This is an optimization exercise on Yosys and OpenROAD, whose aim is small area and few clock cycles, not a production implementation. Function was checked by simulation only, so behaviour that the tests miss may differ from the original. Power and IR drop assume default switching activity.

== old ==
Design fsk_dem, start of the top module:
module fsk_dem (
    input  wire        clk,
    input  wire        rst,           
    input  wire        cmd_valid,
    output wire        cmd_ready,
    input  wire [31:0] cmd_data,
    input  wire        det_space,
    input  wire        det_mark,
    output reg         out_valid,
    input  wire        out_ready,
    output reg  [7:0]  out_data,
    input  wire [11:0] rd_addr,
    output reg  [31:0] rd_data
);
    localparam [2:0] S_IDLE = 3'd0, S_PSPACE = 3'd1, S_PMARK = 3'd2,
                     S_DECODE = 3'd3, S_DONE = 3'd4, S_ERROR = 3'd5;
    localparam [2:0] C_ILLEGAL = 3'd1, C_STATE = 3'd2, C_FRAME_LEN = 3'd3,
                     C_CFG_MISSING = 3'd4, C_SPF_ZERO = 3'd5,
                     C_SPF_RANGE = 3'd6, C_PREAMBLE = 3'd7;
    localparam [2:0] X_NONE = 3'd0, X_ILL = 3'd1, X_FAULT = 3'd2, X_CFGW = 3'd3,
                     X_STEP = 3'd4, X_START = 3'd5, X_END = 3'd6, X_RST = 3'd7;
    localparam [2:0] P_IDLE = 3'd0, P_MUL = 3'd1, P_ALIGN = 3'd2, P_DIV = 3'd3,
                     P_FIN = 3'd4;
    reg        ill;
    reg [2:0]  d_state;
    reg [2:0]  d_cause;       
    reg [31:0] d_fcmd;        
    reg [31:0] d_baud, d_space, d_mark, d_sr, d_spf;
    reg        started;       
    reg [15:0] d_spf_eff;
    reg [31:0] d_ksym;
    reg [31:0] d_clock, d_spaces, d_marks;
    reg [7:0]  d_acc;
    reg [3:0]  d_bitpos;
    reg        inpay;         
    reg [15:0] remaining;     
    reg [2:0]  p_eff;         
    reg [2:0]  p_arg;         
    reg [2:0]  eph;
    reg        div1;          
    reg [4:0]  cnt;           
    reg        psat;          
    reg        bsat;          
    wire out_free  = !out_valid || out_ready;
    assign cmd_ready = (eph == P_IDLE) && out_free;
    wire take      = cmd_valid && cmd_ready;
    wire in_err    = (d_state == S_ERROR);
  ...
For scale: roughly 4000 cells after synthesis, about 400 flip-flops, roughly 92 I/O pins, roughly 31000 um2 of cells after synthesis.
clock: 10.0 ns
lec_check: 0
cap_margin: 20
core_margin: 2
core_utilization: 40
place_density: 0.6
slew_margin: 20
run.sh (not shown) runs the stock make flow with config.mk's settings and CLKGATE_MAP_FILE= SYNTH_SCRIPT=/design/flow/synth_recipe.tcl, a recipe that flattens the netlist after the stock synthesis.
Testbench counts of old, summed over its fixed seeds: cycles 89,361.
For new, these inputs were changed with respect to old:
-- flow/design.v --
<<< old, line 26
    reg [2:0]  d_cause;       
    reg [31:0] d_fcmd;        
    reg [31:0] d_baud, d_space, d_mark, d_sr, d_spf;
    reg        started;       
    reg [15:0] d_spf_eff;
>>> new, line 26
    reg [2:0]  d_cause;       
    reg [31:0] d_fcmd;        
    reg [31:0] r_baud, r_space, r_mark, r_sr, r_spf;
    reg [4:0]  cfg_w;
    wire [31:0] d_baud  = cfg_w[0] ? r_baud  : 32'd0;
    wire [31:0] d_space = cfg_w[1] ? r_space : 32'd0;
    wire [31:0] d_mark  = cfg_w[2] ? r_mark  : 32'd0;
    wire [31:0] d_sr    = cfg_w[3] ? r_sr    : 32'd0;
    wire [31:0] d_spf   = cfg_w[4] ? r_spf   : 32'd0;
    reg        started;       
    reg [15:0] d_spf_eff;
<<< old, line 52
    wire a_zero = (h_a == 8'd0);
    wire l_zero = (h_l == 16'd0);
    reg legal;
    always @(*) begin
>>> new, line 58
    wire a_zero = (h_a == 8'd0);
    wire l_zero = (h_l == 16'd0);
    wire d_nz   = !(l_zero && a_zero && (cmd_data[31:24] == 8'd0));
    reg legal;
    always @(*) begin
<<< old, line 110
    wire [31:0] clk_inc    = d_clock + 32'd1;
    wire        boundary   = (clk_inc == d_ksym);
    wire [31:0] sm_inc     = (c_mark ? d_marks : d_spaces) + 32'd1;
    wire [31:0] spaces_nxt = c_space ? sm_inc : d_spaces;
    wire [31:0] marks_nxt  = c_mark  ? sm_inc : d_marks;
>>> new, line 117
    wire [31:0] clk_inc    = d_clock + 32'd1;
    wire        boundary   = (clk_inc == d_ksym);
    wire [31:0] sm_inc     = e_sum[31:0];
    wire [31:0] spaces_nxt = c_space ? sm_inc : d_spaces;
    wire [31:0] marks_nxt  = c_mark  ? sm_inc : d_marks;
<<< old, line 116
    wire [31:0] err_dec    = bit_dec ? spaces_nxt : marks_nxt;
    wire [7:0]  acc_nxt    = {bit_dec, d_acc[7:1]};
    wire        cfg_missing = (d_baud == 32'd0) || (d_space == 32'd0) || (d_mark == 32'd0);
    wire        sr_zero     = (d_sr == 32'd0);
    wire [31:0] sr_sel      = sr_zero ? 32'd8000 : d_sr;
    wire        e_sub = (eph != P_MUL);
    wire [31:0] e_b   = (eph == P_MUL) ? d_ksym : (eph == P_ALIGN) ? {d_marks[30:0], 1'b0} : d_marks;
    wire [32:0] e_sum = {1'b0, (eph == P_MUL) ? d_marks : d_spaces} + {1'b0, e_b ^ {32{e_sub}}} + {32'd0, e_sub};
    wire        e_ge  = e_sum[32];    
    wire        al_go  = !psat && !d_marks[31] && e_ge;
>>> new, line 123
    wire [31:0] err_dec    = bit_dec ? spaces_nxt : marks_nxt;
    wire [7:0]  acc_nxt    = {bit_dec, d_acc[7:1]};
    wire        cfg_missing = !(cfg_w[0] && cfg_w[1] && cfg_w[2]);
    wire [31:0] sr_sel      = cfg_w[3] ? r_sr : 32'd8000;
    wire        e_mul = (eph == P_MUL);
    wire        e_idl = (eph == P_IDLE);
    wire        e_sub = !e_mul && !e_idl;
    wire [31:0] e_a   = (e_mul || (e_idl && c_mark)) ? d_marks : d_spaces;
    wire [31:0] e_b   = e_mul ? d_ksym : e_idl ? 32'd0 : (eph == P_ALIGN) ? ~{d_marks[30:0], 1'b0} : ~d_marks;
    wire [32:0] e_sum = {1'b0, e_a} + {1'b0, e_b} + {32'd0, !e_mul};
    wire        e_ge  = e_sum[32];    
    wire        al_go  = !psat && !d_marks[31] && e_ge;
<<< old, line 136
        begin
            d_state   <= S_IDLE;
            d_baud    <= 32'd0;
            d_space   <= 32'd0;
            d_mark    <= 32'd0;
            d_sr      <= 32'd0;
            d_spf     <= 32'd0;
            started   <= 1'b0;
            d_spf_eff <= 16'd0;
>>> new, line 145
        begin
            d_state   <= S_IDLE;
            cfg_w     <= 5'd0;
            started   <= 1'b0;
            d_spf_eff <= 16'd0;
<<< old, line 154
        begin
            remaining <= s;
            d_ksym    <= d_baud;
            bsat      <= 1'b0;
            d_marks   <= 32'd0;
>>> new, line 159
        begin
            remaining <= s;
            d_ksym    <= r_baud;      
            bsat      <= 1'b0;
            d_marks   <= 32'd0;
<<< old, line 199
                X_CFGW: begin
                    case (x_arg)
                        3'd0: d_baud  <= cmd_data;
                        3'd1: d_space <= cmd_data;
                        3'd2: d_mark  <= cmd_data;
                        3'd3: d_sr    <= cmd_data;
                        default: d_spf <= cmd_data;
                    endcase
                end
>>> new, line 204
                X_CFGW: begin
                    case (x_arg)
                        3'd0: r_baud  <= cmd_data;
                        3'd1: r_space <= cmd_data;
                        3'd2: r_mark  <= cmd_data;
                        3'd3: r_sr    <= cmd_data;
                        default: r_spf <= cmd_data;
                    endcase
                    case (x_arg)
                        3'd0: cfg_w[0] <= d_nz;
                        3'd1: cfg_w[1] <= d_nz;
                        3'd2: cfg_w[2] <= d_nz;
                        3'd3: cfg_w[3] <= d_nz;
                        default: cfg_w[4] <= d_nz;
                    endcase
                end
<<< old, line 209
                    if (cfg_missing) begin
                        fault(C_CFG_MISSING);
                    end else if (d_spf == 32'd0) begin
                        div1 <= 1'b1;
                        start_mul(16'd5);
                    end else if (d_spf[31:16] != 16'd0) begin
                        fault(C_SPF_RANGE);
                    end else begin
                        div1      <= 1'b0;
                        d_spf_eff <= d_spf[15:0];
                        start_mul(d_spf[15:0]);
                    end
                end
>>> new, line 221
                    if (cfg_missing) begin
                        fault(C_CFG_MISSING);
                    end else if (!cfg_w[4]) begin
                        div1 <= 1'b1;
                        start_mul(16'd5);
                    end else if (r_spf[31:16] != 16'd0) begin
                        fault(C_SPF_RANGE);
                    end else begin
                        div1      <= 1'b0;
                        d_spf_eff <= r_spf[15:0];
                        start_mul(r_spf[15:0]);
                    end
                end
Results
- Summary of new over old: maximum frequency moved down, relative max-transition margin stayed essentially flat, mux contribution to synthesized area went up.
- old -> new: post-detailed-route wirelength per cell increased by a few percent
- new — total chip power about 0.8% higher, old as reference
- Diff old -> new: power per cell area now sits higher; flop and latch count out of synthesis now sits higher; placed cell area now sits lower; combinational fraction of design power now sits higher.
- Summary — number of buffers inserted during clock tree synthesis, new relative to old: higher, by 2.1%.
- The die used by new is smaller than the one used by old.
- Going from old to new, fraction of layout instances using a drive strength above 1 shrank by 0.43 points, final area shows a reduction of 2000 um2, multi-input gate share of the layout cell area shows a reduction of 7.0 points.
Testbench counts of new, summed over its fixed seeds: cycles 89,361.

-- re-timing with driven ports --
The results above use ideal ports. As a check the final layouts listed here were re-extracted and re-timed, cells and wires unchanged. Step 1 (the two cells are an assumption about what drives the block):
set clk [get_ports {clk}]
set_driving_cell -lib_cell sky130_fd_sc_hd__clkbuf_16 $clk
set_driving_cell -lib_cell sky130_fd_sc_hd__buf_2 [delete_from_list [all_inputs] $clk]
Step 2 moves the port delays by t, midway between the first and last clock arrival at a register: inputs arrive t later, outputs are due t later. That takes back most of the time a late clock gives input paths. Slacks: no drivers / after step 1 / after step 2; pairs: no drivers / after step 1.
run	t, ns	slack for setup (ns)	worst register clock-pin slew, ns	worst data-port slew with drivers (ns)
old	0.683	1.503 / 1.548 / 0.865	0.07 / 0.07	0.04
new	0.680	0.977 / 1.015 / 0.335	0.07 / 0.07	0.05
After both steps setup and hold are still met in every run listed. The setup slack of new, which loses most, moves by +0.038 ns with the drivers and by -0.642 ns with both steps.
